This design comes from an exercise in tuning for small area, a short achievable clock period and few clock cycles per item on the open sky130 flow, not from production work.
Function was checked by simulation only, so behaviour that the tests miss may differ from the original.
No activity file was given, so power comes from the tool's default toggle rates.

[flow/config.mk]
export PLATFORM = sky130hd
export DESIGN_NAME = obs_sio
export DESIGN_NICKNAME = obs_sio
export VERILOG_FILES = /design/flow/design.v
export SDC_FILE = /design/flow/constraint.sdc
export NUM_CORES = 4
export LEC_CHECK = 0
export ABC_AREA = 1
export CAP_MARGIN = 20
export CORE_MARGIN = 2
export CORE_UTILIZATION = 50
export CTS_BUF_LIST = sky130_fd_sc_hd__clkbuf_4 sky130_fd_sc_hd__clkbuf_8
export SETUP_SLACK_MARGIN = 3.8
export SLEW_MARGIN = 20
[flow/constraint.sdc]
create_clock -name core_clock -period 7.0 [get_ports {clk}]
set_input_delay 1.4000 -clock core_clock [delete_from_list [all_inputs] [get_ports {clk}]]
set_output_delay 1.4000 -clock core_clock [all_outputs]
set_load 0.01 [all_outputs]
[flow/design.v]
module obs_sio (
    input  wire         clk,
    input  wire         rst,
    input  wire         cmd_valid,
    input  wire [71:0]  cmd,
    output wire         cmd_ready,
    output reg          rsp_valid,
    output wire [39:0]  rsp,
    output reg          bus_valid,
    output reg          bus_we,
    output reg  [31:0]  bus_addr,
    output wire [31:0]  bus_wdata,
    input  wire         bus_ready,
    input  wire [31:0]  bus_rdata,
    output reg  [161:0] pin_func,
    output reg  [107:0] pin_pull,
    output reg          uart_enable,
    output reg  [1:0]   uart_cntl,
    output reg  [1:0]   uart_lcr,
    output reg  [15:0]  uart_baud
);
    localparam [31:0] UART_DATA_ADDR = 32'hFE215040;
    localparam [31:0] UART_LSR_ADDR  = 32'hFE215054;
    function [31:0] sreg_addr;
        input integer i;
        begin
            case (i)
                0: sreg_addr = 32'hFE200000;  1: sreg_addr = 32'hFE200004;
                2: sreg_addr = 32'hFE200008;  3: sreg_addr = 32'hFE20000C;
                4: sreg_addr = 32'hFE200010;  5: sreg_addr = 32'hFE200014;
                6: sreg_addr = 32'hFE20001C;  7: sreg_addr = 32'hFE200020;
                8: sreg_addr = 32'hFE200028;  9: sreg_addr = 32'hFE20002C;
                10: sreg_addr = 32'hFE2000E4; 11: sreg_addr = 32'hFE2000E8;
                12: sreg_addr = 32'hFE2000EC; 13: sreg_addr = 32'hFE2000F0;
                14: sreg_addr = 32'hFE215004; 15: sreg_addr = 32'hFE215044;
                16: sreg_addr = 32'hFE21504C; 17: sreg_addr = 32'hFE215050;
                18: sreg_addr = 32'hFE215060; default: sreg_addr = 32'hFE215068;
            endcase
        end
    endfunction
    reg        busy;                  
    reg        rdy;                   
    reg        st_ext;                
    reg        st_dl;                 
    reg        st_dp;                 
    reg        st_dw;                 
    reg        st_tl;                 
    reg        st_td;                 
    reg        st_lf;                 
    reg        k_dr, k_try, k_wrb;    
    reg        lf;                    
    reg        rsp_s0, rsp_ill;       
    reg [31:0] dat;                   
    wire [639:0] sreg;         
    reg [7:0]  ring [0:63];
    reg [5:0]  wr, rd;
    assign cmd_ready = rdy;
    assign bus_wdata = dat;
    assign rsp       = {{7{rsp_ill}}, rsp_s0, dat};
    wire [7:0]  c_op = cmd[71:64];
    wire [31:0] c_a  = cmd[63:32];
    wire [31:0] c_b  = cmd[31:0];
    wire acc = cmd_valid & rdy;
    wire is_rd  = c_op == 8'h01;
    wire is_wr  = c_op == 8'h02;
    wire is_fn  = c_op == 8'h10;
    wire is_pl  = c_op == 8'h11;
    wire is_lv  = c_op == 8'h12;
    wire is_a5  = c_op == 8'h13;
    wire is_out = c_op == 8'h14;
    wire is_ui  = c_op == 8'h20;
    wire is_wrb = c_op == 8'h21;
    wire is_wrc = c_op == 8'h22;
    wire is_dr  = c_op == 8'h23;
    wire is_try = c_op == 8'h24;
    wire b_zero  = c_b == 32'd0;
    wire a_zero  = c_a == 32'd0;
    wire ahi_0   = c_a[31:8] == 24'd0;
    wire legal = (is_rd & b_zero) | is_wr | is_fn | is_pl | is_lv |
                 ((is_a5 | is_out) & b_zero) |
                 ((is_ui | is_dr | is_try) & a_zero & b_zero) |
                 ((is_wrb | is_wrc) & ahi_0 & b_zero);
    reg [19:0] hit;
    integer h;
    always @(*)
        for (h = 0; h < 20; h = h + 1)
            hit[h] = (c_a == sreg_addr(h));
    wire ext = ~|hit;
    wire        pin_ok = (c_a[31:6] == 26'd0) && (c_a[5:0] <= 6'd53);
    wire [63:0] pdec   = 64'd1 << c_a[5:0];
    wire fn_go  = acc & is_fn & pin_ok & (c_b[31:3] == 29'd0);
    wire pl_go  = acc & is_pl & pin_ok & (c_b[31:2] == 30'd0);
    wire cfg_go = acc & (is_a5 | is_out) & b_zero & pin_ok;
    wire set_go = acc & is_lv & pin_ok & (c_b == 32'd1);
    wire clr_go = acc & is_lv & pin_ok & b_zero;
    wire ui_go  = acc & is_ui & a_zero & b_zero;
    wire wreg   = acc & is_wr;
    wire [2:0] fval = is_fn ? c_b[2:0] : (is_a5 ? 3'd2 : 3'd1);
    wire [1:0] pval = is_pl ? c_b[1:0] : 2'd0;
    wire [2:0] fsel_d = is_ui ? 3'd2 : fval;
    wire [53:0] fsel_en, pull_en, set_en, clr_en;
    genvar gp;
    generate
        for (gp = 0; gp < 54; gp = gp + 1) begin : g_fen
            if (gp == 14 || gp == 15) begin : g_u
                assign fsel_en[gp] = ((fn_go | cfg_go) & pdec[gp]) | ui_go;
                assign pull_en[gp] = ((pl_go | cfg_go) & pdec[gp]) | ui_go;
            end else begin : g_n
                assign fsel_en[gp] = (fn_go | cfg_go) & pdec[gp];
                assign pull_en[gp] = (pl_go | cfg_go) & pdec[gp];
            end
            assign set_en[gp] = set_go & pdec[gp];
            assign clr_en[gp] = clr_go & pdec[gp];
        end
    endgenerate
    function [31:0] ui_val;
        input integer i;
        begin
            case (i)
                14: ui_val = 32'd1;
                16: ui_val = 32'd3;
                18: ui_val = 32'd3;
                19: ui_val = 32'd541;
                default: ui_val = 32'd0;
            endcase
        end
    endfunction
    genvar gr, gb;
    generate
        for (gr = 0; gr < 20; gr = gr + 1) begin : g_sr
            for (gb = 0; gb < 32; gb = gb + 1) begin : g_bit
                wire fe, fd;
                if (gr < 6 && gb < 30 && (10 * gr + gb / 3) < 54) begin : g_fs
                    assign fe = fsel_en[10 * gr + gb / 3];
                    assign fd = fsel_d[gb % 3];
                end else if (gr >= 6 && gr < 8 && (32 * (gr - 6) + gb) < 54) begin : g_set
                    assign fe = set_en[32 * (gr - 6) + gb];
                    assign fd = 1'b1;
                end else if (gr >= 8 && gr < 10 && (32 * (gr - 8) + gb) < 54) begin : g_clr
                    assign fe = clr_en[32 * (gr - 8) + gb];
                    assign fd = 1'b1;
                end else if (gr >= 10 && gr < 14 && (16 * (gr - 10) + gb / 2) < 54) begin : g_pl
                    assign fe = pull_en[16 * (gr - 10) + gb / 2];
                    assign fd = pval[gb % 2];
                end else if (gr >= 14) begin : g_ui
                    localparam [31:0] UV = ui_val(gr);
                    assign fe = ui_go;
                    assign fd = UV[gb];
                end else begin : g_none
                    assign fe = 1'b0;
                    assign fd = 1'b0;
                end
                wire ne = rst | (wreg & hit[gr]) | fe;
                wire nd = ~rst & (is_wr ? c_b[gb] : fd);
                if (gr < 6 && gb < 30 && (10 * gr + gb / 3) < 54) begin : g_pf
                    always @(posedge clk)
                        if (ne) pin_func[30 * gr + gb] <= nd;
                    assign sreg[32 * gr + gb] = pin_func[30 * gr + gb];
                end else if (gr >= 10 && gr < 14 && (16 * (gr - 10) + gb / 2) < 54) begin : g_pp
                    always @(posedge clk)
                        if (ne) pin_pull[32 * (gr - 10) + gb] <= nd;
                    assign sreg[32 * gr + gb] = pin_pull[32 * (gr - 10) + gb];
                end else if (gr == 14 && gb == 0) begin : g_en
                    always @(posedge clk)
                        if (ne) uart_enable <= nd;
                    assign sreg[32 * gr + gb] = uart_enable;
                end else if (gr == 16 && gb < 2) begin : g_lcr
                    always @(posedge clk)
                        if (ne) uart_lcr[gb] <= nd;
                    assign sreg[32 * gr + gb] = uart_lcr[gb];
                end else if (gr == 18 && gb < 2) begin : g_cntl
                    always @(posedge clk)
                        if (ne) uart_cntl[gb] <= nd;
                    assign sreg[32 * gr + gb] = uart_cntl[gb];
                end else if (gr == 19 && gb < 16) begin : g_baud
                    always @(posedge clk)
                        if (ne) uart_baud[gb] <= nd;
                    assign sreg[32 * gr + gb] = uart_baud[gb];
                end else begin : g_q
                    reg q;
                    always @(posedge clk)
                        if (ne) q <= nd;
                    assign sreg[32 * gr + gb] = q;
                end
            end
        end
    endgenerate
    wire [6:0]  rkey = {c_a[12], c_a[7:2]};
    wire [31:0] rd_term [0:19];
    genvar gq;
    generate
        for (gq = 0; gq < 20; gq = gq + 1) begin : g_rd
            localparam [31:0] AD = sreg_addr(gq);
            assign rd_term[gq] = sreg[32 * gq +: 32] & {32{rkey == {AD[12], AD[7:2]}}};
        end
    endgenerate
    reg [31:0] sreg_rd;
    integer q;
    always @(*) begin
        sreg_rd = 32'd0;
        for (q = 0; q < 20; q = q + 1)
            sreg_rd = sreg_rd | rd_term[q];
    end
    wire [5:0] wr1   = wr + 6'd1;
    wire [5:0] rd1   = rd + 6'd1;
    wire       full  = (wr1 == rd);
    wire       empty = (wr == rd);
    wire       c_lf  = c_a[7:0] == 8'h0A;
    reg [7:0] wbuf;
    reg [5:0] waddr;
    always @(posedge clk) begin
        ring[waddr] <= wbuf;
        if (~busy) begin
            wbuf  <= (is_wrc & c_lf) ? 8'h0D : c_a[7:0];
            waddr <= wr;
        end else if (st_lf) begin
            wbuf  <= 8'h0A;
            waddr <= wr;
        end
    end
    wire [7:0] ring_q = ring[rd];
    wire done = bus_valid & bus_ready;
    task go_idle;
        begin
            busy <= 1'b0; rdy <= 1'b1; bus_valid <= 1'b0;
            st_ext <= 1'b0; st_dl <= 1'b0; st_dp <= 1'b0; st_dw <= 1'b0;
            st_tl <= 1'b0; st_td <= 1'b0; st_lf <= 1'b0;
        end
    endtask
    task respond;
        input ok;
        input ill;
        begin
            rsp_valid <= 1'b1; rsp_s0 <= ok | ill; rsp_ill <= ill;
        end
    endtask
    task lsr_read;
        input dl;
        input tl;
        begin
            busy <= 1'b1; rdy <= 1'b0; bus_valid <= 1'b1; bus_we <= 1'b0; bus_addr <= UART_LSR_ADDR;
            st_ext <= 1'b0; st_dl <= dl; st_dp <= 1'b0; st_dw <= 1'b0;
            st_tl <= tl; st_td <= 1'b0; st_lf <= 1'b0;
        end
    endtask
    always @(posedge clk) begin
        rsp_valid <= 1'b0;
        if (st_dl | st_dp)
            dat <= {24'd0, ring_q};
        if (rst) begin
            go_idle;
            wr <= 6'd0;
            rd <= 6'd0;
        end else if (~busy) begin
            if (acc) begin
                dat <= ((is_wr & ext) ? c_b : 32'd0) |
                       ((is_rd & b_zero & ~ext) ? sreg_rd : 32'd0);
                if (!legal) begin
                    respond(1'b0, 1'b1);
                end else if ((is_rd | is_wr) & ext) begin
                    busy <= 1'b1; rdy <= 1'b0; st_ext <= 1'b1;
                    bus_valid <= 1'b1; bus_we <= is_wr; bus_addr <= c_a;
                end else if (is_wrb | is_wrc) begin
                    k_dr <= 1'b0; k_try <= 1'b0; k_wrb <= 1'b1;
                    lf <= is_wrc & c_lf;
                    if (full) begin
                        lsr_read(1'b1, 1'b0);
                    end else begin
                        wr <= wr1;
                        if (is_wrc & c_lf) begin
                            busy <= 1'b1; rdy <= 1'b0; st_lf <= 1'b1;
                        end else
                            respond(1'b1, 1'b0);
                    end
                end else if (is_dr) begin
                    k_dr <= 1'b1; k_try <= 1'b0; k_wrb <= 1'b0;
                    if (empty) respond(1'b1, 1'b0);
                    else       lsr_read(1'b1, 1'b0);
                end else if (is_try) begin
                    k_dr <= 1'b0; k_try <= 1'b1; k_wrb <= 1'b0;
                    lsr_read(~empty, empty);
                end else begin
                    respond(is_rd | is_wr | is_ui | fn_go | pl_go | cfg_go |
                            set_go | clr_go, 1'b0);
                end
            end
        end else begin
            if (st_lf) begin
                lf <= 1'b0;
                if (full) begin
                    lsr_read(1'b1, 1'b0);
                end else begin
                    wr <= wr1;
                    dat <= 32'd0;
                    go_idle;
                    respond(1'b1, 1'b0);
                end
            end
            if (done) begin
                if (st_ext) begin
                    dat <= bus_we ? 32'd0 : bus_rdata;
                    go_idle;
                    respond(1'b1, 1'b0);
                end
                if (st_dp) begin
                    if (bus_rdata[5]) begin
                        st_dp <= 1'b0; st_dw <= 1'b1;
                        bus_we <= 1'b1; bus_addr <= UART_DATA_ADDR;
                    end
                end
                if (st_dw) begin
                    rd <= rd1;
                    if (rd1 != wr) begin
                        lsr_read(1'b1, 1'b0);
                    end else if (k_dr) begin
                        dat <= 32'd0;
                        go_idle;
                        respond(1'b1, 1'b0);
                    end else if (k_try) begin
                        lsr_read(1'b0, 1'b1);
                    end else begin
                        wr <= wr1;
                        if (lf) begin
                            busy <= 1'b1; rdy <= 1'b0; bus_valid <= 1'b0;
                            st_dw <= 1'b0; st_lf <= 1'b1;
                        end else begin
                            dat <= 32'd0;
                            go_idle;
                            respond(1'b1, 1'b0);
                        end
                    end
                end
                if (st_dl) begin
                    if (bus_rdata[5]) begin
                        st_dl <= 1'b0; st_dp <= 1'b1;
                    end else if (k_dr) begin
                        dat <= 32'd0;
                        go_idle;
                        respond(1'b1, 1'b0);
                    end else if (k_try) begin
                        lsr_read(1'b0, 1'b1);
                    end else if (full) begin
                        lsr_read(1'b1, 1'b0);
                    end else begin
                        wr <= wr1;
                        if (lf) begin
                            busy <= 1'b1; rdy <= 1'b0; bus_valid <= 1'b0;
                            st_dl <= 1'b0; st_lf <= 1'b1;
                        end else begin
                            dat <= 32'd0;
                            go_idle;
                            respond(1'b1, 1'b0);
                        end
                    end
                end
                if (st_tl) begin
                    if (bus_rdata[0]) begin
                        st_tl <= 1'b0; st_td <= 1'b1;
                        bus_addr <= UART_DATA_ADDR;
                    end else begin
                        dat <= 32'd0;
                        go_idle;
                        respond(1'b0, 1'b0);
                    end
                end
                if (st_td) begin
                    dat <= {24'd0, bus_rdata[7:0]};
                    go_idle;
                    respond(1'b1, 1'b0);
                end
            end
        end
    end
endmodule
[flow/flow/run.sh]
#!/bin/bash
set -euo pipefail
export BUFFER_PORTS_ARGS="-buffer_cell sky130_fd_sc_hd__buf_2"
bash standard.sh > flow_make.log 2>&1
[flow/standard.sh]
#!/bin/bash
# synth_recipe.tcl (not shown) runs the flow's synth.tcl, then flattens the netlist and writes it again
# the make line also repeats each setting of config.mk as NAME=value (left out here)
make -C /OpenROAD-flow-scripts/flow DESIGN_CONFIG=/design/flow/config.mk WORK_HOME=/design/flow/orfs CLKGATE_MAP_FILE= SYNTH_SCRIPT=/design/flow/synth_recipe.tcl "${@:-finish}"
==> summary.txt, run 1 <==
* Outcome: finished clean
* Filler cell count in the final layout at 9,644
* Clock transition at the registers of the reported paths at 0.06 ns
* Number of nets in the finished design at 5,944
* Synthesized area at 0.0558 mm^2
* Fraction of power spent switching nets at 0.247
* Fmax achieved at 303 MHz
* Number of standard cells after synthesis at 5,307
* Predominant post-synthesis flop cell: sky130_fd_sc_hd__edfxtp_1
* Clock network fraction of total power at 0.399
* Final weighted congestion in routability-driven placement at 1.03
* I/O Buffers at 506
* Die area at 0.114 mm^2
* Comb power frac at 0.051
* Layout cell share with drive strength beyond 1 at 0.213
* Slew @ Worst Pin at 1.28 ns
* Fin Hold WS at 0.547 ns
* Leakage at 0.0244 uW
* CTS Buf Count at 201
* Hold buffer count at CTS at 0
* Path class of the lowest-slack min-delay path: register to register
* Flip-flop and latch area at 0.0374 mm^2
* GRT Util Overall at 0.414
* Global-route wire length before repair at 336,000 um
* Worst endpoint required time at 7.60 ns
* Sequential area share after synthesis at 0.669
* H-Tree Level Count at 4
* Number of synthesized flops with an enable pin at 1,204
* Root Driver: sky130_fd_sc_hd__clkbuf_8
* Area occupied by multi-input gates at 0.0172 mm^2
* Critical path startpoint category: primary input
* First-pass DRT Iterations at 7
* Number of top-level pins at 507
* CP max stage delay at 0.63 ns
* Most frequent standard cell in the layout excluding fill and tap cells: sky130_fd_sc_hd__nand2_1
* Worst path cell trace: buf_2, nor4_1, nand4_1, o31ai_4, bufinv_16, buf_12, o21ai_4
* Share of power burned in registers at 0.551
* Power dissipated by switching net loads at 3890 uW
* Number of nets in the synthesized netlist at 5,417
* Number of remaining DRC errors at 0
* Post-Synthesis Mean Instance Area at 10.5 um^2
* Arrival time at the worst endpoint at 3.90 ns
* Number of design-rule violations left by the first detailed-router iteration at 7,617
* Minimum setup slack after placement at 1.82 ns
* M1 GR Usage at 0.559
* Number of vias per cell at 6.47
* Initial antenna violation count at 27
* Worst vdd rail ir drop at 150 uV
* Global route total overflow at 0
* Fraction of synthesis flops using an asynchronous set or reset pin at 0
* Max-cap violation count at 0
* Initial core utilization at 0.505
* Fraction of post-synthesis cell area in the top cell type by area at 0.647
* Endpoints failing hold at 0
* Worst path buffer plus inverter count at 3
* DIE WIDTH at 338 um
* Warning count from the yosys run at 1
* CTS tree: done
* CTS max path bufs at 3
* Clock insertion delay at the later pin of the skew report at 0.94 ns
* Number of setup violations in the final report at 0
* Leading post-synthesis cells by cell area: sky130_fd_sc_hd__edfxtp_1, sky130_fd_sc_hd__nand2_1, sky130_fd_sc_hd__o21ai_0
* Detail Placement HPWL at 162,000 um
* Total detailed-routing wirelength at 244,000 um
* Setup repair after global routing missed its margin: yes
* Minimum setup slack in the final design at 3.70 ns
* Tmin final at 3.30 ns
* Total of flip-flops plus latches after synthesis at 1,265
* Critical Path End Type: register
* Final-report max-slew violation count at 0
* Number of sinks driven by the clock tree at 1,265
* Tcrit/Tclk final at 0.471
* Routed length per instance at 32.6 um
* Largest net degree at the start of global routing at 130
* Worst slew slack as a fraction of its limit at 0.143
* Int Pwr at 11,900 uW
* Unique cell type count in the Yosys netlist at 49
* Most frequent cells in the layout: sky130_fd_sc_hd__nand2_1, sky130_fd_sc_hd__edfxtp_1, sky130_fd_sc_hd__nor2_1
* Pwr Density at 240 mW/mm^2
* Cell Rows at 122
* Delay-heaviest family, CP: simple AND/OR/NAND/NOR gates
* Top fanout value on the critical path at 23
* Count of vias placed by the detailed router at 48,441
* Final worst clock skew at 0.0440 ns
* Die Y at 338 um
* Setup CP Type: primary input to register
* Final TNS setup at 0 ns
* Cell with the biggest individual delay on the critical path: sky130_fd_sc_hd__nor4_1
* Area growth syn-to-layout at 17.5%
* Cell accounting for the most synthesized area: sky130_fd_sc_hd__edfxtp_1
* Met2 Usage GRT at 0.573
* Via count of the first global-routing pass at 44,714
* Met3 demand-to-capacity share in global routing at 0.159
* Floorplan Core Area at 0.111 mm^2
* Number of routed nets with antenna violations at 0
* GR peak layer: met2
-- path summary, 6_finish.rpt --
| check | start | to | slack (ns) | cells after the start |
|---|---|---|---|---|
| min | rdy$_SDFFE_PP1P_ | rdy$_SDFFE_PP1P_ | 0.55 | 2 |
| max reg2reg | register | dat[5]$_DFF_P_ | 3.93 | 13 |
| max | cmd[17] | pin_func[81]$_DFFE_PP_ | 3.70 | 7 |
| min reg2reg | rdy$_SDFFE_PP1P_ | rdy$_SDFFE_PP1P_ | 0.55 | 2 |
-- cell families (layout without fill, tap and decap cells) --
logic type / Yosys count / count (layout) / share of synthesized area
and+or+nand+nor: 2518 / 2523 / 0.189
DFF: 1265 / 1265 / 0.669
AOI/OAI and AO/OA: 910 / 910 / 0.0929
buffers and inverters: 596 / 1275 / 0.0457
xor gates and xnor gates: 16 / 16 / 0.00251
adders and majority gates: 2 / 2 / 0.000448
other: 0 / 7 / 0
-- power by group through the flow --
stage          Sequential (uW)  Combinational [uW]  Clock (uW)
3_3_place_gp              8830                 713           0
2_1_floorplan             8820                 226           0
3_5_place_dp              8830                 719           0
4_1_cts                   8670                 735        6280
6_report                  8680                 796        6280
5_1_grt                   8690                 801        6620
-- worst reg2reg max path, delay by kind of cell (launching register included) --
kind            cells  cell delay, ns
flops               1            0.33
compound gates      3            0.82
buf+inv             3            0.95
simple gates        7            0.95
-- cells in the mapped netlist, types with 22 or more instances --
| library cell | count |
|---|---|
| sky130_fd_sc_hd__a21oi_1 | 68 |
| sky130_fd_sc_hd__o21ai_1 | 44 |
| sky130_fd_sc_hd__nand2_1 | 1321 |
| sky130_fd_sc_hd__nor3_1 | 62 |
| sky130_fd_sc_hd__o221ai_1 | 90 |
| sky130_fd_sc_hd__nand4_1 | 185 |
| sky130_fd_sc_hd__inv_2 | 22 |
| sky130_fd_sc_hd__buf_4 | 45 |
| sky130_fd_sc_hd__dfxtp_1 | 61 |
| sky130_fd_sc_hd__o211ai_1 | 40 |
| sky130_fd_sc_hd__buf_2 | 67 |
| sky130_fd_sc_hd__o22ai_1 | 40 |
| sky130_fd_sc_hd__nand3_1 | 251 |
| sky130_fd_sc_hd__edfxtp_1 | 1204 |
| sky130_fd_sc_hd__clkbuf_1 | 200 |
| sky130_fd_sc_hd__inv_1 | 236 |
| sky130_fd_sc_hd__nor2_1 | 635 |
| sky130_fd_sc_hd__o21ai_0 | 587 |
-- per-stage QoR --
step / cell area [um^2] / total power, uW / util / instances
final: 65600 / 15800 / 0.593 / 7486
after global routing: 65600 / 16100 / 0.593 / 7483
after CTS: 64900 / 15700 / 0.586 / 7455
after global placement: 60200 / 9550 / 0.544 / 7047
after floorplan: 56600 / 9050 / - / 5307
after detailed placement: 60300 / 9550 / 0.545 / 7049
-- sequential cells by signal, indices dropped and copies added (netlist names), 8 cells and up, named ones only --
name	count
ring	512
g_sr.g_bit.genblk2.genblk1.genblk1.genblk1.genblk1.g_q.q	349
pin_func	162
pin_pull	108
bus_addr	32
dat	32
uart_baud	16
wbuf	8
-- final cells by class --
class | count | share of cell area
inverter | 260 | 0.0169
timing repair inverter | 2 | 0.000248
clock buffer | 271 | 0.0508
sequential | 1265 | 0.570
multi-input combinational | 3451 | 0.263
antenna | 7 | 0.000267
tap | 1488 | 0.0284
timing repair buffer | 653 | 0.0622
clock inverter | 89 | 0.00818
-- timing repair --
| action | in CTS | in global routing |
|---|---|---|
| resized for setup | 87 | 129 |
| pin swaps | 20 | 15 |
| endpoints found under the setup margin | 544 | 591 |
| cloned | 4 | 4 |
| buffers inserted | 42 | 20 |
-- per-layer routing --
metal | routed length, um | vias to the layer above | share of wire
met1 | 90400 | 23518 | 0.37
met3 | 38200 | 902 | 0.16
met2 | 99300 | 4170 | 0.41
met4 | 16000 | 42 | 0.066
li1 | - | 19809 | -
met5 | 514 | - | 0.0021
Testbench counts, summed over its fixed seeds: cycles 37,465, commands 12,000.
==> run 2, diff against run 1 <==
==> flow/flow/run.sh (replaced) <==
#!/bin/bash
set -euo pipefail
export BUFFER_PORTS_ARGS="-buffer_cell sky130_fd_sc_hd__buf_1"
bash standard.sh > flow_make.log 2>&1
--- a/flow/config.mk
+++ b/flow/config.mk
@@ -5,7 +5,6 @@
 export SDC_FILE = /design/flow/constraint.sdc
 export NUM_CORES = 4
 export LEC_CHECK = 0
-export ABC_AREA = 1
 export CAP_MARGIN = 20
 export CORE_MARGIN = 2
 export CORE_UTILIZATION = 50
==> summary.txt, run 2 <==
* CP max stage delay at 0.79 ns (+0.16 ns)
* Initial core utilization at 0.506 (+0.00159)
* Arrival time at the worst endpoint at 3.93 ns (+0.03 ns)
* Path class of the lowest-slack min-delay path: register to register
* Tmin final at 3.39 ns (+0.0964 ns)
* Final-report max-slew violation count at 0 (unchanged)
* Detail Placement HPWL at 145,000 um (-11%)
* Sequential area share after synthesis at 0.710 (+0.0411)
* Largest net degree at the start of global routing at 72 (-45%)
* Fmax achieved at 295 MHz (-2.8%)
* Pwr Density at 251 mW/mm^2 (+4.5%)
* Final weighted congestion in routability-driven placement at 1.02 (-0.84%)
* Endpoints failing hold at 0 (unchanged)
* Initial antenna violation count at 14 (-48%)
* Number of top-level pins at 507 (unchanged)
* Worst Hold Depth at 2 (unchanged)
* Most frequent cells in the layout: sky130_fd_sc_hd__edfxtp_1, sky130_fd_sc_hd__buf_1, sky130_fd_sc_hd__clkbuf_8
* Number of design-rule violations left by the first detailed-router iteration at 6,799 (-11%)
* Total of flip-flops plus latches after synthesis at 1,265 (unchanged)
* Number of routed nets with antenna violations at 0 (unchanged)
* Number of standard cells after synthesis at 3,483 (-34%)
* Warning count from the yosys run at 1 (unchanged)
* Total detailed-routing wirelength at 223,000 um (-8.8%)
* Setup repair after global routing missed its margin: yes
* DIE WIDTH at 328 um (-2.9%)
* Cell Rows at 118 (-3.3%)
* I/O Buffers at 506 (unchanged)
* Root Driver: sky130_fd_sc_hd__clkbuf_8
* Hold buffer count at CTS at 0 (unchanged)
* Worst reg2reg setup slack at 3.87 ns (-0.06 ns)
* Die area at 0.108 mm^2 (-5.7%)
* First-pass DRT Iterations at 20 (+13)
* Count of vias placed by the detailed router at 39,665 (-18%)
* Global route total overflow at 0 (unchanged)
* H-Tree Level Count at 4 (unchanged)
* Cell with the most instances after synthesis: sky130_fd_sc_hd__edfxtp_1
* Filler cell count in the final layout at 8,102 (-16%)
* Count of placed standard cells including taps at 5,188 (-26%)
* Global-route wire length before repair at 298,000 um (-11%)
* Cell accounting for the most synthesized area: sky130_fd_sc_hd__edfxtp_1
* Predominant post-synthesis flop cell: sky130_fd_sc_hd__edfxtp_1
* Leakage at 0.0201 uW (-18%)
* Number of nets in the synthesized netlist at 3,593 (-34%)
* Critical Path End Type: register
* Max-cap violation count at 0 (unchanged)
* Number of vias per cell at 6.99 (+8.0%)
* CTS tree: done
* Fraction of post-synthesis cell area in the top cell type by area at 0.687 (+0.0398)
* Max reg flops at 512 (unchanged)
* Synthesized area at 0.0526 mm^2 (-5.8%)
* Number of nets in the finished design at 4,239 (-29%)
* Worst path cell trace: buf_2, inv_1, nor2_4, nand2_1, o21ai_0
* Routed length per instance at 39.3 um (+20%)
* Critical path startpoint category: primary input
* Floorplan Core Area at 0.104 mm^2 (-6.1%)
* Most frequent standard cell in the layout excluding fill and tap cells: sky130_fd_sc_hd__edfxtp_1
* Unique cell type count in the Yosys netlist at 91 (+86%)
* Top fanout value on the critical path at 14 (-39%)
* Worst slew slack as a fraction of its limit at 0.150 (+0.00705)
* Number of sinks driven by the clock tree at 1,265 (unchanged)
* GRT Util Overall at 0.403 (-0.0104)
* CTS Buf Count at 200 (-0.50%)
* Via count of the first global-routing pass at 37,592 (-16%)
* Post-Synthesis Mean Instance Area at 15.1 um^2 (+44%)
* Biggest registers after layout: ring: 512 flops, g_sr.g_bit.genblk2.genblk1.genblk1.genblk1.genblk1.g_q.q: 349 flops, pin_func: 162 flops
* Leading post-synthesis cells by cell area: sky130_fd_sc_hd__edfxtp_1, sky130_fd_sc_hd__mux4_2, sky130_fd_sc_hd__a22oi_1
* Layout Cells excl Fill at 5,676 (-24%)
* Setup CP Type: primary input to register
* Tcrit/Tclk final at 0.485 (+0.0138)
* Slew @ Worst Pin at 1.26 ns (-0.0155 ns)
* Final worst clock skew at 0.0392 ns (-0.00479 ns)
* Top post-synthesis cells by count: sky130_fd_sc_hd__edfxtp_1, sky130_fd_sc_hd__o21ai_0, sky130_fd_sc_hd__nor2_1
* Area growth syn-to-layout at 19.5%
* Final TNS setup at 0 ns (unchanged)
* Fraction of synthesis flops using an asynchronous set or reset pin at 0 (unchanged)
* Number of cell instances on the worst register-to-register path at 9 (-4)
* Layout cell share with drive strength beyond 1 at 0.231 (+0.0175)
* Number of remaining DRC errors at 0 (unchanged)
* Worst vdd rail ir drop at 187 uV (+25%)
* Number of setup violations in the final report at 0 (unchanged)
* Worst endpoint required time at 7.53 ns (-0.07 ns)
* Most flops, register: ring
* Outcome: finished clean
* Clock transition at the registers of the reported paths at 0.06 ns (about the same)
* Number of synthesized flops with an enable pin at 1,204 (unchanged)
* Clock insertion delay at the later pin of the skew report at 0.90 ns (-0.04 ns)
* CTS max path bufs at 3 (unchanged)
* Die Y at 328 um (-2.9%)
* Cell with the biggest individual delay on the critical path: sky130_fd_sc_hd__o21ai_0
* Final Total Pwr at 15,800 uW (+0.12%)
run 2: cell count changes after synthesis, moves of 144 or more:
cell,previous run,this run
sky130_fd_sc_hd__o21ai_0,587,288
sky130_fd_sc_hd__inv_1,236,85
sky130_fd_sc_hd__nor2_1,635,224
sky130_fd_sc_hd__nand4_1,185,40
sky130_fd_sc_hd__nand3_1,251,82
sky130_fd_sc_hd__nand2_1,1321,156
sky130_fd_sc_hd__mux4_2,0,144
sky130_fd_sc_hd__a22oi_1,0,206
run 2: repair_timing:
item / 4_1_cts / 5_1_grt
pin swaps: 33 / 29
endpoints found under the setup margin: 773 / 735
buffers inserted: 70 / 32
resized for setup: 245 / 159
cloned: 9 / 7
run 2: cells by family after synthesis:
| kind of cell | share of synthesized area |
|---|---|
| AOI/OAI and AO/OA | 0.123 |
| xor gates and xnor gates | 0.00333 |
| adders and majority gates | 0.000476 |
| buffers and inverters | 0.0302 |
| DFF | 0.710 |
| muxes | 0.0641 |
| and+or+nand+nor | 0.0684 |
run 2: final timing paths:
| path | start | end |
|---|---|---|
| worst max-delay path | cmd[32] | pin_pull[26]$_DFFE_PP_ |
| worst min-delay path | st_td$_SDFFE_PP0P_ | st_td$_SDFFE_PP0P_ |
| worst max register to register | register | dat[6]$_DFF_P_ |
| worst min register to register | st_td$_SDFFE_PP0P_ | st_td$_SDFFE_PP0P_ |
run 2: critical path, delay by kind of cell:
| family | cells | cell delay (ns) |
|---|---|---|
| AND/OR/NAND/NOR | 2 | 1.24 |
| AO/OA/AOI/OAI | 1 | 0.79 |
| buffers and inverters | 2 | 0.46 |
run 2: power by group:
group	internal [uW]	switching, uW
Sequential	8520	176
Combinational	190	641
Clock	3270	2990
run 2: through the flow:
| step | area (um^2) | hold slack [ns] | util | setup WS [ns] |
|---|---|---|---|---|
| final | 62900 | 0.533 | 0.605 | 3.61 |
| after global routing | 62800 | 0.550 | 0.605 | 3.64 |
| after floorplan | 53000 | 0.403 | - | 3.05 |
| after detailed placement | 56500 | 0.509 | 0.543 | 1.27 |
| after CTS | 61900 | 0.515 | 0.596 | 3.76 |
| after global placement | 56400 | 0.505 | 0.543 | 1.41 |
run 2: cell type report:
class	instances	area, um^2	area share
repair buffers	715	4010	0.0638
clock inverters	85	553	0.00880
well taps	1380	1730	0.0275
multi-input cells	1856	15400	0.245
repair inverters	3	23.8	0.000378
inverters	88	377	0.00599
clock buffers	273	3330	0.0530
flip-flops and latches	1265	37400	0.595
diodes	11	27.5	0.000438
run 2: metal layers:
layer / track usage / share of wire / up-vias
li1: - / - / 15376
met1: 0.474 / 0.32 / 19601
met2: 0.590 / 0.43 / 3677
met3: 0.173 / 0.15 / 999
met4: 0.303 / 0.095 / 12
met5: 0 / 0.00053 / -
==> run 3, diff against run 2 <==
--- a/flow/config.mk
+++ b/flow/config.mk
@@ -5,6 +5,7 @@
 export SDC_FILE = /design/flow/constraint.sdc
 export NUM_CORES = 4
 export LEC_CHECK = 0
+export ABC_AREA = 1
 export CAP_MARGIN = 20
 export CORE_MARGIN = 2
 export CORE_UTILIZATION = 50
==> summary.txt, run 3 <==
* Outcome: finished clean
* Number of setup violations in the final report at 0 (unchanged)
* Max-cap violation count at 0 (unchanged)
* Hold buffer count at CTS at 0 (unchanged)
* Number of routed nets with antenna violations at 0 (unchanged)
* Worst path cell trace: buf_1, nand2_2, nor2_2, clkinvlp_4, buf_4, nor2_4, buf_4, buf_4, nand2_1, nand4_1, nor3_1, nand2_1, nand3_1, nand2_1, nand2_1, nand2_1, nand2_1, nand2_1
* Cell Rows at 122 (+3.4%)
* Cell with the most instances after synthesis: sky130_fd_sc_hd__nand2_1
* Endpoints failing hold at 0 (unchanged)
* Cell accounting for the most synthesized area: sky130_fd_sc_hd__edfxtp_1
* GRT Util Overall at 0.411 (+0.00798)
* Worst slew slack as a fraction of its limit at 0.202 (+0.0521)
* CP most frequent cell: sky130_fd_sc_hd__nand2_1
* Setup CP Type: primary input to register
* Layout cell share with drive strength beyond 1 at 0.140 (-0.0913)
* Clock network fraction of total power at 0.403 (+0.007)
* Start point of the critical path: cmd[39]
* H-Tree Level Count at 4 (unchanged)
* Synthesized area at 0.0558 mm^2 (+6.1%)
* Global-route wire length before repair at 335,000 um (+12%)
* Count of vias placed by the detailed router at 48,937 (+23%)
* Number of remaining DRC errors at 0 (unchanged)
* Number of vias per cell at 6.48 (-7.3%)
* End of the worst register-to-register path: dat[2]$_DFF_P_
* CTS max path bufs at 3 (unchanged)
* Clock transition at the registers of the reported paths at 0.06 ns (about the same)
* Die Y at 338 um (+3.0%)
* Predominant post-synthesis flop cell: sky130_fd_sc_hd__edfxtp_1
* Area growth syn-to-layout at 17.8%
* Number of top-level pins at 507 (unchanged)
* Die area at 0.114 mm^2 (+6.1%)
* Pwr Density at 241 mW/mm^2 (-4.0%)
* CP max stage delay at 0.38 ns (-0.41 ns)
* Most frequent standard cell in the layout excluding fill and tap cells: sky130_fd_sc_hd__nand2_1
* Minimum setup slack after placement at 1.62 ns (+0.342 ns)
* Number of nets in the finished design at 6,002 (+42%)
* Global route total overflow at 0 (unchanged)
* Critical path startpoint category: primary input
* Fraction of post-synthesis cell area in the top cell type by area at 0.647 (-0.0398)
* Arrival time at the worst endpoint at 4.13 ns (+0.20 ns)
* Share of power burned in registers at 0.548 (-0.003)
* Power dissipated by switching net loads at 3850 uW (+0.99%)
* Number of nets in the synthesized netlist at 5,417 (+51%)
* Final-report max-slew violation count at 0 (unchanged)
* Clock insertion delay at the later pin of the skew report at 0.94 ns (+0.04 ns)
* Number of synthesized flops with an enable pin at 1,204 (unchanged)
* End of the critical path: dat[1]$_DFF_P_
* CTS Buf Count at 205 (+2.5%)
* Hold Path Origin: st_dp$_SDFFE_PP0P_
* Max reg flops at 512 (unchanged)
* Root Driver: sky130_fd_sc_hd__clkbuf_8
* Filler cell count in the final layout at 9,449 (+17%)
* Worst endpoint required time at 7.80 ns (+0.27 ns)
* Slew @ Worst Pin at 1.19 ns (-0.0730 ns)
* Fraction of synthesis flops using an asynchronous set or reset pin at 0 (unchanged)
* Fraction of power spent switching nets at 0.243 (+0.00130)
* Int Pwr at 12,000 uW (+0.27%)
* Number of cell instances on the worst register-to-register path at 11 (+2)
* Leading post-synthesis cells by cell area: sky130_fd_sc_hd__edfxtp_1, sky130_fd_sc_hd__nand2_1, sky130_fd_sc_hd__o21ai_0
* Detail Placement HPWL at 157,000 um (+8.7%)
* Top fanout value on the critical path at 10 (-4)
* Comb power frac at 0.049 (-0.004)
* Initial antenna violation count at 32 (+18)
* Routed length per instance at 32.4 um (-18%)
* Sequential area share after synthesis at 0.669 (-0.0411)
* Via count of the first global-routing pass at 44,707 (+19%)
* Minimum setup slack in the final design at 3.68 ns (+0.0727 ns)
* Most flops, register: ring
* Worst Hold Depth at 2 (unchanged)
* Critical Path End Type: register
* Floorplan Core Area at 0.111 mm^2 (+6.5%)
* Tcrit/Tclk final at 0.475 (-0.0104)
* Final TNS setup at 0 ns (unchanged)
* Largest net degree at the start of global routing at 142 (+97%)
* Biggest registers after layout: ring: 512 flops, g_sr.g_bit.genblk2.genblk1.genblk1.genblk1.genblk1.g_q.q: 349 flops, pin_func: 162 flops
* Most frequent cells in the layout: sky130_fd_sc_hd__nand2_1, sky130_fd_sc_hd__edfxtp_1, sky130_fd_sc_hd__nor2_1
* Number of sinks driven by the clock tree at 1,265 (unchanged)
* Initial core utilization at 0.505 (-0.00159)
* Total of flip-flops plus latches after synthesis at 1,265 (unchanged)
* I/O Buffers at 506 (unchanged)
* Warning count from the yosys run at 1 (unchanged)
* Worst reg2reg setup slack at 3.90 ns (+0.03 ns)
* DIE WIDTH at 338 um (+3.0%)
* Path class of the lowest-slack min-delay path: register to register
* Top post-synthesis cells by count: sky130_fd_sc_hd__nand2_1, sky130_fd_sc_hd__edfxtp_1, sky130_fd_sc_hd__nor2_1
* Fmax achieved at 301 MHz (+2.2%)
* Cell with the biggest individual delay on the critical path: sky130_fd_sc_hd__nor3_1
* Tmin final at 3.32 ns (-0.0727 ns)
* Post-Synthesis Mean Instance Area at 10.5 um^2 (-30%)
* Number of design-rule violations left by the first detailed-router iteration at 8,473 (+25%)
* Number of standard cells after synthesis at 5,307 (+52%)
* Final weighted congestion in routability-driven placement at 1.00 (-1.6%)
* Worst vdd rail ir drop at 155 uV (-17%)
* Final worst clock skew at 0.0411 ns (+0.00190 ns)
* Setup repair after global routing missed its margin: yes
* Final Total Pwr at 15,900 uW (+0.45%)
* Unique cell type count in the Yosys netlist at 49 (-46%)
* CTS tree: done
* First-pass DRT Iterations at 10 (-50%)
* Leakage at 0.0233 uW (+16%)
* Total detailed-routing wirelength at 244,000 um (+9.7%)
run 3: through the flow:
step                std cells   util  cell area [um^2]  hold WS, ns
finish                   7552  0.594             65800        0.534
global route             7544  0.594             65800        0.561
CTS                      7490  0.586             64900        0.534
detailed placement       7047  0.538             59600        0.522
global placement         7047  0.538             59600        0.524
floorplan                5307      -             56600        0.403
run 3: critical path: cells and delay by family:
| kind | cells | cell delay (ns) |
|---|---|---|
| and+or+nand+nor | 13 | 1.88 |
| buffers and inverters | 5 | 0.83 |
run 3: cell type report:
cell class	count	area, um^2	share of cell area
sequential	1265	37400	0.568
multi-input combinational	3456	17300	0.263
timing repair buffer	700	4050	0.0616
clock buffer	284	3460	0.0526
tap	1488	1860	0.0283
inverter	260	1140	0.0173
clock inverter	81	498	0.00757
antenna	14	35.0	0.000532
timing repair inverter	4	32.5	0.000494
run 3: cells by family after synthesis:
kind of cell,after synthesis,share of synthesized area
XOR/XNOR,16,0.00251
flip-flops,1265,0.669
adder cells (fa/ha/maj),2,0.000448
buffers and inverters,596,0.0457
AND/OR/NAND/NOR,2518,0.189
AO/OA/AOI/OAI,910,0.0929
run 3: power groups by stage:
stage          registers [uW]  clock network, uW  logic, uW
3_5_place_dp             8830                  0        676
2_1_floorplan            8820                  0        226
5_1_grt                  8690               6680        775
4_1_cts                  8680               6370        710
3_3_place_gp             8840                  0        670
6_report                 8690               6390        772
run 3: what timing repair did:
| item | in CTS | in global routing |
|---|---|---|
| gates cloned | 11 | 7 |
| pin swaps | 26 | 17 |
| setup buffers | 67 | 41 |
| setup endpoints to repair | 691 | 424 |
| resized for setup | 137 | 115 |
run 3: routing by layer:
layer  GRT usage  part of all wire  routed length (um)
met2       0.572              0.41               99900
met5      0.0100            0.0030                 727
met3       0.165              0.16               38300
met1       0.548              0.36               89000
met4       0.223             0.068               16500
run 3: worst min-delay path by stage:
stage	endpoint	slack, ns
floorplan	waddr[2]$_DFFE_PP_	0.40
global placement	st_dp$_SDFFE_PP0P_	0.52
detailed placement	st_dp$_SDFFE_PP0P_	0.52
CTS	st_dp$_SDFFE_PP0P_	0.53
global route	st_dp$_SDFFE_PP0P_	0.56
finish	st_dp$_SDFFE_PP0P_	0.53
==> run 4, diff against run 3 <==
--- a/flow/config.mk
+++ b/flow/config.mk
@@ -5,10 +5,9 @@
 export SDC_FILE = /design/flow/constraint.sdc
 export NUM_CORES = 4
 export LEC_CHECK = 0
-export ABC_AREA = 1
 export CAP_MARGIN = 20
 export CORE_MARGIN = 2
-export CORE_UTILIZATION = 50
+export CORE_UTILIZATION = 55
 export CTS_BUF_LIST = sky130_fd_sc_hd__clkbuf_4 sky130_fd_sc_hd__clkbuf_8
 export SETUP_SLACK_MARGIN = 3.8
 export SLEW_MARGIN = 20
==> summary.txt, run 4 <==
* Synth Area in XOR/XNOR at 0.00333 (+0.000820)
* Layout Cells excl Fill at 5,602 (-26%)
* Int Pwr at 12,000 uW (-0.14%)
* Sink of the worst hold path: waddr[0]$_DFFE_PP_
* Final Total Pwr at 15,800 uW (-0.30%)
* DIE WIDTH at 313 um (-7.4%)
* Arithmetic-cell share of the synthesized area counting full adders, half adders and majority gates at 0.000476 (+0.0000275)
* Number of remaining DRC errors at 0 (unchanged)
* CTS Buf Count at 196 (-4.4%)
* Path class of the lowest-slack min-delay path: register to register
* Final-report max-slew violation count at 0 (unchanged)
* Cell accounting for the most synthesized area: sky130_fd_sc_hd__edfxtp_1
* Number of nets in the finished design at 4,280 (-29%)
* Max reg flops at 512 (unchanged)
* Final TNS setup at 0 ns (unchanged)
* Hold Path Origin: wr[0]$_SDFFE_PP0P_
* First-pass DRT Iterations at 13 (+3)
* Predominant post-synthesis flop cell: sky130_fd_sc_hd__edfxtp_1
* Clock transition at the registers of the reported paths at 0.06 ns (about the same)
* Die Y at 313 um (-7.4%)
* Slew @ Worst Pin at 1.16 ns (-0.0292 ns)
* Final weighted congestion in routability-driven placement at 1.08 (+7.8%)
* Number of routed nets with antenna violations at 0 (unchanged)
* Global route total overflow at 0 (unchanged)
* Dominant combinational cell family by area after synthesis: compound AO/OA/AOI/OAI gates
* Flip-flop and latch area at 0.0374 mm^2 (about the same)
* Most frequent cells in the layout: sky130_fd_sc_hd__edfxtp_1, sky130_fd_sc_hd__buf_1, sky130_fd_sc_hd__a22oi_1
* Arrival time at the worst endpoint at 4.26 ns (+0.13 ns)
* Via count of the first global-routing pass at 38,572 (-14%)
* Number of standard cells after synthesis at 3,483 (-34%)
* Outcome: finished clean
* Count of vias placed by the detailed router at 40,985 (-16%)
* Top fanout value on the critical path at 7 (-3)
* Root Driver: sky130_fd_sc_hd__clkbuf_8
* Total of flip-flops plus latches after synthesis at 1,265 (unchanged)
* Biggest registers after layout: ring: 512 flops, g_sr.g_bit.genblk2.genblk1.genblk1.genblk1.genblk1.g_q.q: 349 flops, pin_func: 162 flops
* Detail Placement HPWL at 147,000 um (-6.3%)
* Clock network fraction of total power at 0.395 (-0.008)
* Leading post-synthesis cells by cell area: sky130_fd_sc_hd__edfxtp_1, sky130_fd_sc_hd__mux4_2, sky130_fd_sc_hd__a22oi_1
* Critical Path End Type: register
* Fin Hold WS at 0.536 ns (+0.00202 ns)
* Area occupied by multi-input gates at 0.0154 mm^2 (-11%)
* Cell Rows at 113 (-7.4%)
* Most frequent standard cell in the layout excluding fill and tap cells: sky130_fd_sc_hd__edfxtp_1
* Worst vdd rail ir drop at 228 uV (+47%)
* H-Tree Level Count at 4 (unchanged)
* Setup CP Type: primary input to register
* Unique cell type count in the Yosys netlist at 91 (+86%)
* Post-Synthesis Mean Instance Area at 15.1 um^2 (+44%)
* Number of design-rule violations left by the first detailed-router iteration at 7,735 (-8.7%)
* Setup repair after global routing missed its margin: yes
* Number of cell instances on the worst register-to-register path at 9 (-2)
* Most flops, register: ring
* Number of vias per cell at 7.32 (+13%)
* Clock insertion delay at the later pin of the skew report at 0.93 ns (about the same)
* Final worst clock skew at 0.0335 ns (-0.00763 ns)
* End of the worst register-to-register path: dat[2]$_DFF_P_
* Die area at 0.0982 mm^2 (-14%)
* Area growth syn-to-layout at 20.8%
* Global-route wire length before repair at 302,000 um (-9.6%)
* Floorplan Core Area at 0.0949 mm^2 (-14%)
* Endpoints failing hold at 0 (unchanged)
* Comb power frac at 0.055 (+0.006)
* Worst endpoint required time at 7.84 ns (+0.04 ns)
* Fraction of post-synthesis cell area in the top cell type by area at 0.687 (+0.0398)
* Number of setup violations in the final report at 0 (unchanged)
* Fraction of synthesis flops using an asynchronous set or reset pin at 0 (unchanged)
* Number of top-level pins at 507 (unchanged)
* I/O Buffers at 506 (unchanged)
* Fraction of power spent switching nets at 0.241 (-0.00120)
* CTS max path bufs at 3 (unchanged)
* Synthesized area at 0.0526 mm^2 (-5.8%)
* Count of placed standard cells including taps at 5,082 (-28%)
* Sequential area share after synthesis at 0.710 (+0.0411)
* Hold buffer count at CTS at 0 (unchanged)
* Cell with the most instances after synthesis: sky130_fd_sc_hd__edfxtp_1
* Initial antenna violation count at 15 (-53%)
* Tmin final at 3.42 ns (+0.0977 ns)
* Max-cap violation count at 0 (unchanged)
* Critical path startpoint category: primary input
* Pwr Density at 249 mW/mm^2 (+3.2%)
* Utilization after layout at 0.670 (+0.0752)
* Filler cell count in the final layout at 6,804 (-28%)
* CTS tree: done
* Number of nets in the synthesized netlist at 3,593 (-34%)
* Fmax achieved at 292 MHz (-2.9%)
* Compound-gate portion of the synthesized area at 0.123 (+0.0302)
* Number of synthesized flops with an enable pin at 1,204 (unchanged)
* Power dissipated by switching net loads at 3820 uW (-0.79%)
* Largest net degree at the start of global routing at 76 (-46%)
* Top post-synthesis cells by count: sky130_fd_sc_hd__edfxtp_1, sky130_fd_sc_hd__o21ai_0, sky130_fd_sc_hd__nor2_1
* Warning count from the yosys run at 1 (unchanged)
* Tcrit/Tclk final at 0.489 (+0.0140)
* Post-synthesis simple-gate area fraction at 0.0684 (-0.121)
* Worst slew slack as a fraction of its limit at 0.219 (+0.0165)
* Total detailed-routing wirelength at 228,000 um (-6.7%)
* Worst Hold Depth at 0 (-2)
* Multiplexer fraction of the synthesized cell area at 0.0641 (+0.0641)
* Share of power burned in registers at 0.550 (+0.002)
* Worst reg2reg setup slack at 3.81 ns (-0.09 ns)
* Routed length per instance at 40.7 um (+26%)
* GRT Util Overall at 0.448 (+0.0365)
* Leakage at 0.0206 uW (-12%)
* Initial core utilization at 0.555 (+0.0500)
* Layout cell share with drive strength beyond 1 at 0.238 (+0.0981)
* Number of sinks driven by the clock tree at 1,265 (unchanged)
run 4: changes by cell type after synthesis, moves of 39 or more:
cell,previous run,this run
sky130_fd_sc_hd__a222oi_1,0,42
sky130_fd_sc_hd__a22o_1,13,54
sky130_fd_sc_hd__a22oi_1,0,206
sky130_fd_sc_hd__buf_2,67,21
sky130_fd_sc_hd__inv_1,236,85
sky130_fd_sc_hd__mux4_2,0,144
sky130_fd_sc_hd__nand2_1,1321,156
sky130_fd_sc_hd__nand3_1,251,82
sky130_fd_sc_hd__nand4_1,185,40
sky130_fd_sc_hd__nor2_1,635,224
sky130_fd_sc_hd__o21ai_0,587,288
sky130_fd_sc_hd__o21ai_1,44,5
sky130_fd_sc_hd__o221ai_1,90,9
run 4: power groups by stage:
stage	sequential [uW]	clock, uW	combinational (uW)
2_1_floorplan	8820	0	237
3_3_place_gp	8830	0	684
3_5_place_dp	8840	0	692
4_1_cts	8680	6230	737
5_1_grt	8690	6550	860
6_report	8700	6250	862
run 4: metrics by stage:
stage	setup slack (ns)	cell area (um^2)
2_1_floorplan	3.05	53000
3_3_place_gp	1.38	56300
3_5_place_dp	1.31	56400
4_1_cts	3.72	61700
5_1_grt	3.68	63500
6_report	3.58	63500
run 4: kinds of logic (layout without fill, tap and decap cells):
kind of cell	count (synthesis)	after routing
multiplexers	157	157
buffers and inverters	371	1208
XOR/XNOR	20	20
AO/OA/AOI/OAI	932	936
adder cells (fa/ha/maj)	2	2
AND/OR/NAND/NOR	736	738
other	0	11
flip-flops	1265	1265
run 4: what timing repair did:
| item | in CTS | in global routing |
|---|---|---|
| hold endpoints to repair | 0 | 0 |
| pin swaps | 24 | 40 |
| setup endpoints to repair | 763 | 713 |
| gates cloned | 7 | 19 |
| buffers inserted | 52 | 76 |
| gates resized for setup | 279 | 201 |
run 4: worst max path at each step:
stage | slack [ns] | to | start | cells after the start
6_report | 3.58 | dat[11]$_DFF_P_ | cmd[34] | 10
5_1_grt | 3.68 | register | cmd[49] | 13
4_1_cts | 3.72 | register | cmd[45] | 10
3_5_place_dp | 1.31 | bus_addr[20]$_DFFE_PP_ | cmd[36] | 9
3_3_place_gp | 1.38 | dat[10]$_DFF_P_ | cmd[36] | 9
2_1_floorplan | 3.05 | register | cmd[69] | 7
run 4: routing by layer:
layer / wire length (um) / global-route usage
met5: 360 / 0
met4: 22200 / 0.318
met3: 34900 / 0.166
met2: 98900 / 0.669
met1: 71700 / 0.541
run 4: worst max-delay path, cell delays in order:
cell and delay [ns]:
sky130_fd_sc_hd__buf_6 0.12, sky130_fd_sc_hd__buf_12 0.15, sky130_fd_sc_hd__nor4b_2 0.82, sky130_fd_sc_hd__bufbuf_16 0.42, sky130_fd_sc_hd__nor2b_4 0.20, sky130_fd_sc_hd__buf_12 0.17, sky130_fd_sc_hd__a22oi_1 0.11, sky130_fd_sc_hd__nand4_1 0.54
sky130_fd_sc_hd__a32oi_1 0.14, sky130_fd_sc_hd__nand3_1 0.15
run 4: final cells by class:
type                            count  share of cell area
Timing Repair inverter              2            0.000197
Clock buffer                      275              0.0524
Inverter                           88             0.00597
Tap cell                         1265              0.0249
Multi-Input combinational cell   1853               0.242
Clock inverter                     79             0.00855
Timing Repair Buffer              764              0.0771
Sequential cell                  1265               0.588
Antenna cell                       11            0.000433
==> run 5, diff against run 4 <==
--- a/flow/config.mk
+++ b/flow/config.mk
@@ -7,7 +7,7 @@
 export LEC_CHECK = 0
 export CAP_MARGIN = 20
 export CORE_MARGIN = 2
-export CORE_UTILIZATION = 55
+export CORE_UTILIZATION = 45
 export CTS_BUF_LIST = sky130_fd_sc_hd__clkbuf_4 sky130_fd_sc_hd__clkbuf_8
-export SETUP_SLACK_MARGIN = 3.8
+export SETUP_SLACK_MARGIN = 3.9
 export SLEW_MARGIN = 20
==> summary.txt, run 5 <==
* Worst Hold Depth at 2 (+2)
* CTS tree: done
* Number of remaining DRC errors at 0 (unchanged)
* Pwr Density at 243 mW/mm^2 (-2.3%)
* Clock transition at the registers of the reported paths at 0.06 ns (about the same)
* Worst endpoint required time at 7.61 ns (-0.23 ns)
* Clock network fraction of total power at 0.392 (-0.003)
* Number of nets in the finished design at 4,357 (+1.8%)
* Fraction of power spent switching nets at 0.250 (+0.00905)
* Final-report max-slew violation count at 0 (unchanged)
* Warning count from the yosys run at 1 (unchanged)
* Count of vias placed by the detailed router at 41,831 (+2.1%)
* Largest net degree at the start of global routing at 65 (-14%)
* Area growth syn-to-layout at 24.6%
* Unique cell type count in the Yosys netlist at 91 (unchanged)
* Setup repair after global routing missed its margin: yes
* Setup CP Type: primary input to register
* Int Pwr at 11,900 uW (-0.41%)
* First-pass DRT Iterations at 14 (+1)
* Leading post-synthesis cells by cell area: sky130_fd_sc_hd__edfxtp_1, sky130_fd_sc_hd__mux4_2, sky130_fd_sc_hd__a22oi_1
* CTS Buf Count at 199 (+1.5%)
* Cell accounting for the most synthesized area: sky130_fd_sc_hd__edfxtp_1
* Worst path cell trace: clkbuf_2, nor4_1, nand4_1, buf_4, nor3_4, buf_6, buf_4, a31oi_4, a21boi_2, o21ai_1
* Floorplan Core Area at 0.116 mm^2 (+22%)
* Root Driver: sky130_fd_sc_hd__clkbuf_8
* Total of flip-flops plus latches after synthesis at 1,265 (unchanged)
* Number of cell instances on the worst register-to-register path at 9 (unchanged)
* Comb power frac at 0.061 (+0.006)
* Filler cell count in the final layout at 9,255 (+36%)
* Arrival time at the worst endpoint at 4.09 ns (-0.17 ns)
* Global route total overflow at 0 (unchanged)
* Die Y at 346 um (+10%)
* I/O Buffers at 506 (unchanged)
* Power dissipated by switching net loads at 3990 uW (+4.6%)
* Number of standard cells after synthesis at 3,483 (unchanged)
* Number of top-level pins at 507 (unchanged)
* Worst vdd rail ir drop at 183 uV (-20%)
* Tmin final at 3.47 ns (+0.0542 ns)
* Critical path startpoint category: primary input
* Number of design-rule violations left by the first detailed-router iteration at 7,966 (+3.0%)
* DIE WIDTH at 346 um (+10%)
* Global-route wire length before repair at 313,000 um (+3.6%)
* Uppermost routed layer: met4
* Number of vias per cell at 7.04 (-3.7%)
* Detail Placement HPWL at 155,000 um (+4.8%)
* Leakage at 0.0214 uW (+3.8%)
* Number of routed nets with antenna violations at 0 (unchanged)
* Clock insertion delay at the later pin of the skew report at 0.93 ns (about the same)
* Endpoints failing hold at 0 (unchanged)
* Max reg flops at 512 (unchanged)
* CP max stage delay at 0.81 ns (about the same)
* Slew @ Worst Pin at 1.12 ns (-0.0383 ns)
* Worst slew slack as a fraction of its limit at 0.244 (+0.0253)
* Detailed route wirelength on metal3 at 40,100 um (+15%)
* Max-cap violation count at 0 (unchanged)
* Via count of the first global-routing pass at 38,189 (-0.99%)
* H-Tree Level Count at 4 (unchanged)
* Die area at 0.120 mm^2 (+22%)
* Sequential area share after synthesis at 0.710 (unchanged)
* Predominant post-synthesis flop cell: sky130_fd_sc_hd__edfxtp_1
* Initial core utilization at 0.453 (-0.101)
* GRT Util Overall at 0.381 (-0.0673)
* Final worst clock skew at 0.0566 ns (+0.0231 ns)
* Outcome: finished clean
* Tcrit/Tclk final at 0.496 (+0.00775)
* Layout cell share with drive strength beyond 1 at 0.273 (+0.0350)
* Final TNS setup at 0 ns (unchanged)
* Fin Hold WS at 0.497 ns (-0.0390 ns)
* Synthesized area at 0.0526 mm^2 (unchanged)
* Final weighted congestion in routability-driven placement at 1.01 (-6.8%)
* Fraction of synthesis flops using an asynchronous set or reset pin at 0 (unchanged)
* Critical Path End Type: register
* CTS max path bufs at 3 (unchanged)
* Number of sinks driven by the clock tree at 1,265 (unchanged)
* Initial antenna violation count at 11 (-4)
* Most frequent cells in the layout: sky130_fd_sc_hd__edfxtp_1, sky130_fd_sc_hd__buf_1, sky130_fd_sc_hd__clkbuf_8
* Cell Rows at 125 (+11%)
* CP most frequent cell: sky130_fd_sc_hd__buf_4
* Most flops, register: ring
* Path class of the lowest-slack min-delay path: register to register
* Number of setup violations in the final report at 0 (unchanged)
* Biggest registers after layout: ring: 512 flops, g_sr.g_bit.genblk2.genblk1.genblk1.genblk1.genblk1.g_q.q: 349 flops, pin_func: 162 flops
* Post-Synthesis Mean Instance Area at 15.1 um^2 (unchanged)
* Detail Route met2 WL at 102,000 um (+3.1%)
* Fraction of post-synthesis cell area in the top cell type by area at 0.687 (unchanged)
* Top post-synthesis cells by count: sky130_fd_sc_hd__edfxtp_1, sky130_fd_sc_hd__o21ai_0, sky130_fd_sc_hd__nor2_1
* Fmax achieved at 288 MHz (-1.6%)
* Total detailed-routing wirelength at 245,000 um (+7.2%)
* Cell with the biggest individual delay on the critical path: sky130_fd_sc_hd__a21boi_2
* Met1 wire length at 76,700 um (+7.0%)
* Number of synthesized flops with an enable pin at 1,204 (unchanged)
* Routed length per instance at 41.2 um (+1.1%)
* Share of power burned in registers at 0.547 (-0.003)
* Most frequent standard cell in the layout excluding fill and tap cells: sky130_fd_sc_hd__edfxtp_1
* Cell with the most instances after synthesis: sky130_fd_sc_hd__edfxtp_1
* Top fanout value on the critical path at 8 (+1)
* Number of nets in the synthesized netlist at 3,593 (unchanged)
==> run 5: cells by family (layout without fill, tap and decap cells) <==
family                     Yosys count  after routing  share of synthesized area
xor gates and xnor gates            20             20                    0.00333
and+or+nand+nor                    736            736                     0.0684
adders and majority gates            2              2                   0.000476
other                                0             14                          0
muxes                              157            157                     0.0641
DFF                               1265           1265                      0.710
buffers and inverters              371           1284                     0.0302
AOI/OAI and AO/OA                  932            938                      0.123
==> run 5: area by class of cell <==
type	instances	area [um^2]	share of cell area
sequential	1265	37400	0.570
tap	1524	1910	0.0291
timing repair inverter	4	51.3	0.000782
antenna	14	35.0	0.000534
inverter	88	414	0.00632
timing repair buffer	836	6020	0.0918
clock buffer	255	3210	0.0490
clock inverter	101	637	0.00971
multi-input combinational	1853	15900	0.242
==> run 5: path summary, 6_finish.rpt <==
kind,slack (ns),end,start
worst max-delay path,3.53,pin_func[47]$_DFFE_PP_,cmd[2]
worst min-delay path,0.50,dat[15]$_DFF_P_,dat[15]$_DFF_P_
worst max register to register,3.98,dat[8]$_DFF_P_,wr[1]$_SDFFE_PP0P_
worst min register to register,0.50,dat[15]$_DFF_P_,dat[15]$_DFF_P_
==> run 5: per-layer routing <==
metal | vias to the layer above | GRT usage
li1 | 15647 | -
met1 | 20537 | 0.445
met2 | 4291 | 0.559
met3 | 1356 | 0.156
met4 | 0 | 0.292
met5 | - | 0
==> run 5: power groups by stage <==
stage / Sequential, uW / Combinational, uW / Clock, uW
global placement: 8850 / 705 / 0
CTS: 8690 / 778 / 6240
detailed placement: 8850 / 712 / 0
global route: 8710 / 959 / 6560
finish: 8710 / 969 / 6250
floorplan: 8820 / 238 / 0
==> run 5: critical path, delay by kind of cell <==
kind,cells,cell delay [ns]
buf+inv,4,0.76
compound gates,3,1.65
simple gates,3,0.26
==> run 5: through the flow <==
| step | area [um^2] | power, uW | setup slack, ns | util | instances |
|---|---|---|---|---|---|
| 2_1_floorplan | 53100 | 9060 | 3.05 | - | 3483 |
| 3_3_place_gp | 56800 | 9560 | 1.16 | 0.490 | 5343 |
| 3_5_place_dp | 56800 | 9560 | 1.62 | 0.490 | 5345 |
| 4_1_cts | 62500 | 15700 | 3.85 | 0.538 | 5778 |
| 5_1_grt | 65500 | 16200 | 3.63 | 0.565 | 5929 |
| 6_report | 65600 | 15900 | 3.53 | 0.565 | 5940 |
==> run 5: what timing repair did <==
item	in CTS	in global routing
gates resized for setup	304	400
endpoints found under the setup margin	934	787
setup buffers	69	109
cloned	8	38
pin swaps	35	50
hold buffers	0	0

## re-timing with driven ports
In the flow no input, the clock included, has a driving cell. The finished layouts below were timed again as built, in two steps.
Step 1 assumes that a clkbuf_16 drives the clock port and a buf_2 every other input.
Step 2 also shifts input and output timing later by t, the mid clock arrival at the registers, as if the neighbouring blocks saw the same clock.
a / b / c = ideal / step 1 / step 2; a / b = the first two.
run	t, ns	slack for setup (ns)	clock arrival spread, ns
run 1	1.000	3.702 / 3.726 / 2.763	0.048 / 0.047
run 2	0.948	3.605 / 3.649 / 2.701	0.053 / 0.054
run 3	0.991	3.678 / 3.670 / 2.679	0.048 / 0.047
run 4	0.978	3.580 / 3.612 / 2.634	0.054 / 0.054
run 5	0.973	3.526 / 3.551 / 2.577	0.058 / 0.059
After both steps every run listed still meets setup and hold. The setup slack of run 3, which loses most, moves by -0.008 ns with the drivers and by -0.999 ns with both steps.
